This design comes from an exercise in tuning for small area on the open sky130 flow, not from production work. In this exercise RTL edits were held to simulation tests only and were not proved equivalent to the original. The clock port is modelled as an ideal driver; clocking choices that lean on that would not hold on a real chip. No activity file was given, so power comes from the tool's default toggle rates.

Setup of rev 12:
## btncore
module btncore (
    input  wire        clk,
    input  wire        rst,
    input  wire [1:0]  btn_n,
    output wire [3:0]  digit_o,
    output wire [24:0] glyph_o,
    output wire        render_stb_o,
    output wire        tone_on_o,
    output wire [15:0] tone_freq_o,
    output wire        tone_start_stb_o,
    output wire        tone_stop_stb_o,
    output wire        pwm_en_o,
    output wire        status_led_o,
    output wire [1:0]  is_debouncing_o,
    output wire [1:0]  irq_en_o
);
Size in the first run: roughly 76 flip-flops.
==> module btncore, before the edit <==
module btncore (
    input  wire        clk,
    input  wire        rst,
    input  wire [1:0]  btn_n,
    output wire [3:0]  digit_o,
    output wire [24:0] glyph_o,
    output wire        render_stb_o,
    output wire        tone_on_o,
    output wire [15:0] tone_freq_o,
    output wire        tone_start_stb_o,
    output wire        tone_stop_stb_o,
    output wire        pwm_en_o,
    output wire        status_led_o,
    output wire [1:0]  is_debouncing_o,
    output wire [1:0]  irq_en_o
);
    localparam [6:0] BL_LOAD = 7'b1110000;
    localparam [6:0] BL_POL  = 7'b0101010;
    reg [3:0]  digit;
    reg [6:0]  blink;
    wire [6:0] bl = blink ^ BL_POL;
    reg        status_led;
    reg        tone_on;
    reg        pwm_en;
    reg        press_stb;
    reg        tone_stop_stb;
    wire [1:0] due;
    wire       ci = due[0];
    wire       cd = due[1] & ~due[0];
    btncore_debounce u_db_inc (
        .clk(clk), .rst(rst), .btn_n(btn_n[0]), .service(ci),
        .is_debouncing(is_debouncing_o[0]), .due(due[0])
    );
    btncore_debounce u_db_dec (
        .clk(clk), .rst(rst), .btn_n(btn_n[1]), .service(cd),
        .is_debouncing(is_debouncing_o[1]), .due(due[1])
    );
    wire press_inc = ci & ~btn_n[0];
    wire press_dec = cd & ~btn_n[1];
    wire press     = press_inc | press_dec;
    wire bf        = (bl == 7'd0);
    wire [3:0] digit_tinc, digit_tdec;
    btncore_step u_step (.d(digit), .t_inc(digit_tinc), .t_dec(digit_tdec));
    wire [1:0] fire;
    btncore_silence u_sil_inc (.clk(clk), .rst(rst), .press(press_inc), .fire(fire[0]));
    btncore_silence u_sil_dec (.clk(clk), .rst(rst), .press(press_dec), .fire(fire[1]));
    wire silence = |fire;
    always @(posedge clk) begin
        if (rst) begin
            digit         <= 4'd0;
            blink         <= BL_LOAD ^ BL_POL;
            status_led    <= 1'b0;
            tone_on       <= 1'b0;
            pwm_en        <= 1'b0;
            press_stb     <= 1'b0;
            tone_stop_stb <= 1'b0;
        end else begin
            digit <= digit ^ ({4{press_inc}} & digit_tinc)
                           ^ ({4{press_dec}} & digit_tdec);
            if (press)
                tone_on <= 1'b1;
            else if (silence)
                tone_on <= 1'b0;
            if (press)
                pwm_en <= 1'b1;
            press_stb     <= press;
            tone_stop_stb <= silence;
            if (bf) begin
                blink      <= BL_LOAD ^ BL_POL;
                status_led <= ~status_led;
            end else begin
                blink      <= {bl[5:0], ~(bl[6] ^ bl[5])} ^ BL_POL;
            end
        end
    end
    btncore_glyph u_glyph (.d(digit), .glyph(glyph_o));
    btncore_tone  u_tone  (.d(digit), .freq(tone_freq_o));
    assign digit_o          = digit;
    assign render_stb_o     = press_stb;
    assign tone_start_stb_o = press_stb;
    assign tone_on_o        = tone_on;
    assign tone_stop_stb_o  = tone_stop_stb;
    assign pwm_en_o         = pwm_en;
    assign status_led_o     = status_led;
    assign irq_en_o         = ~is_debouncing_o;
endmodule
Settings: LEC_CHECK=0, CAP_MARGIN=20, CORE_MARGIN=2, CORE_UTILIZATION=40, SLEW_MARGIN=20; clock period 10.0 ns.
standard.sh (not shown) runs the stock make flow with config.mk's settings and CLKGATE_MAP_FILE= SYNTH_SCRIPT=/design/flow/synth_recipe.tcl, a recipe that flattens the netlist after the stock synthesis.
==> flow/flow/run.sh <==
#!/bin/bash
# The standard layout (standard.sh, synth_recipe.tcl unchanged) with these
# settings changed:
#  - ABC maps the logic with an area-oriented script (flow/abc_area.script)
#    instead of ORFS's speed script: the design has 5 ns of slack to spare;
#  - the smallest buffer (buf_1) on every port;
#  - clock tree synthesis without dummy loads, and afterwards each clock
#    buffer is downsized as far as the clock-pin slew allows
#    (flow/downsize_clk.tcl, run as ORFS's POST_CTS_TCL hook).
# Registers are mapped before ABC runs, so they are the standard synthesis's.
set -euo pipefail
W=$PWD
cat > "$W/flow_synth.tcl" <<EOF
# ORFS's synthesis through synth_recipe.tcl, with ABC's -script replaced.
proc abc {args} {
  set i [lsearch -exact \$args -script]
  if {\$i >= 0} { lset args [expr {\$i + 1}] $W/flow/abc_area.script }
  yosys abc {*}\$args
}
source $W/synth_recipe.tcl
EOF
bash standard.sh "SYNTH_SCRIPT=$W/flow_synth.tcl" "ADDER_MAP_FILE=" \
  "BUFFER_PORTS_ARGS=-buffer_cell sky130_fd_sc_hd__buf_1" \
  "CTS_ARGS=-sink_clustering_enable -repair_clock_nets -dont_use_dummy_load" \
  "POST_CTS_TCL=$W/flow/downsize_clk.tcl" "CORE_UTILIZATION=75" "PLACE_DENSITY=0.9" \
  finish > standard.log 2>&1
Other scripts of this flow, unchanged in this note and not shown: flow/flow/abc_area.script, flow/flow/downsize_clk.tcl
What rev 13 does differently from rev 12 at the input level:
diff --git a/flow/design.v b/flow/design.v
--- a/flow/design.v
+++ b/flow/design.v
@@ -131,7 +131,7 @@
     output wire [1:0]  is_debouncing_o,
     output wire [1:0]  irq_en_o
 );
-    localparam [6:0] BL_LOAD = 7'b1110000;
+    localparam [6:0] BL_LOAD = 7'b0101010;
     localparam [6:0] BL_POL  = 7'b0101010;
     reg [3:0]  digit;
     reg [6:0]  blink;
@@ -155,7 +155,7 @@
     wire press_inc = ci & ~btn_n[0];
     wire press_dec = cd & ~btn_n[1];
     wire press     = press_inc | press_dec;
-    wire bf        = (bl == 7'd0);
+    wire bf        = ~bl[5] & ~bl[3] & ~bl[2] & ~bl[1] & ~bl[0];
     wire [3:0] digit_tinc, digit_tdec;
     btncore_step u_step (.d(digit), .t_inc(digit_tinc), .t_dec(digit_tdec));
     wire [1:0] fire;
@@ -186,7 +186,7 @@
                 blink      <= BL_LOAD ^ BL_POL;
                 status_led <= ~status_led;
             end else begin
-                blink      <= {bl[5:0], ~(bl[6] ^ bl[5])} ^ BL_POL;
+                blink      <= {bl[5:0], bl[6] ^ bl[0]} ^ BL_POL;
             end
         end
     end
==> comparison <==
- Changes observed in rev 13 relative to rev 12: switching power of the nets +0.0000098 W, share of the final layout cell area in multi-input gates -0.21 points, core utilization -0.55 points.
- Placed cell count in rev 13 vs rev 12: down 2
- Compared to rev 12, rev 13 has arrival time at the worst endpoint 0.03 ns higher.
- Looking at shortest clock period the worst path allows after layout across both flows, rev 13 is the weaker of the two, with rev 12 ahead.
- Changes observed in rev 13 relative to rev 12: share of the final layout cell area in sequential cells up 0.34 points; via count down about 1.3%; setup slack down 0.024 ns.
- Per the comparison of rev 13 with rev 12, slew at the pin with the worst max-slew slack fell 0.19 ns; worst slack on hold paths stayed essentially flat; count of buffering cells on the critical path with inverters included closely matched the old numbers.

-- static timing again, ports no longer ideal --
No port has a modelled driver above. Below, the same layouts with a new extraction and two added sets of constraints.
Step 1, drivers: a clkbuf_16 drives clk and a buf_2 each remaining input, both assumed.
Step 2 also shifts input and output timing later by t, the mid clock arrival at the registers, as if the neighbouring blocks saw the same clock.
Slacks: ideal / step 1 / step 2; pairs: ideal / step 1.
run	shift t [ns]	setup slack, ns	hold WS [ns]	worst setup path at the end	worst register clock-pin slew, ns
rev 12	0.484	5.715 / 5.692 / 5.843	0.372 / 0.372 / 0.372	input to register	0.11 / 0.11
rev 13	0.472	5.691 / 5.670 / 5.908	0.372 / 0.372 / 0.372	input to register	0.11 / 0.11
After both steps setup and hold are still met in every run listed.
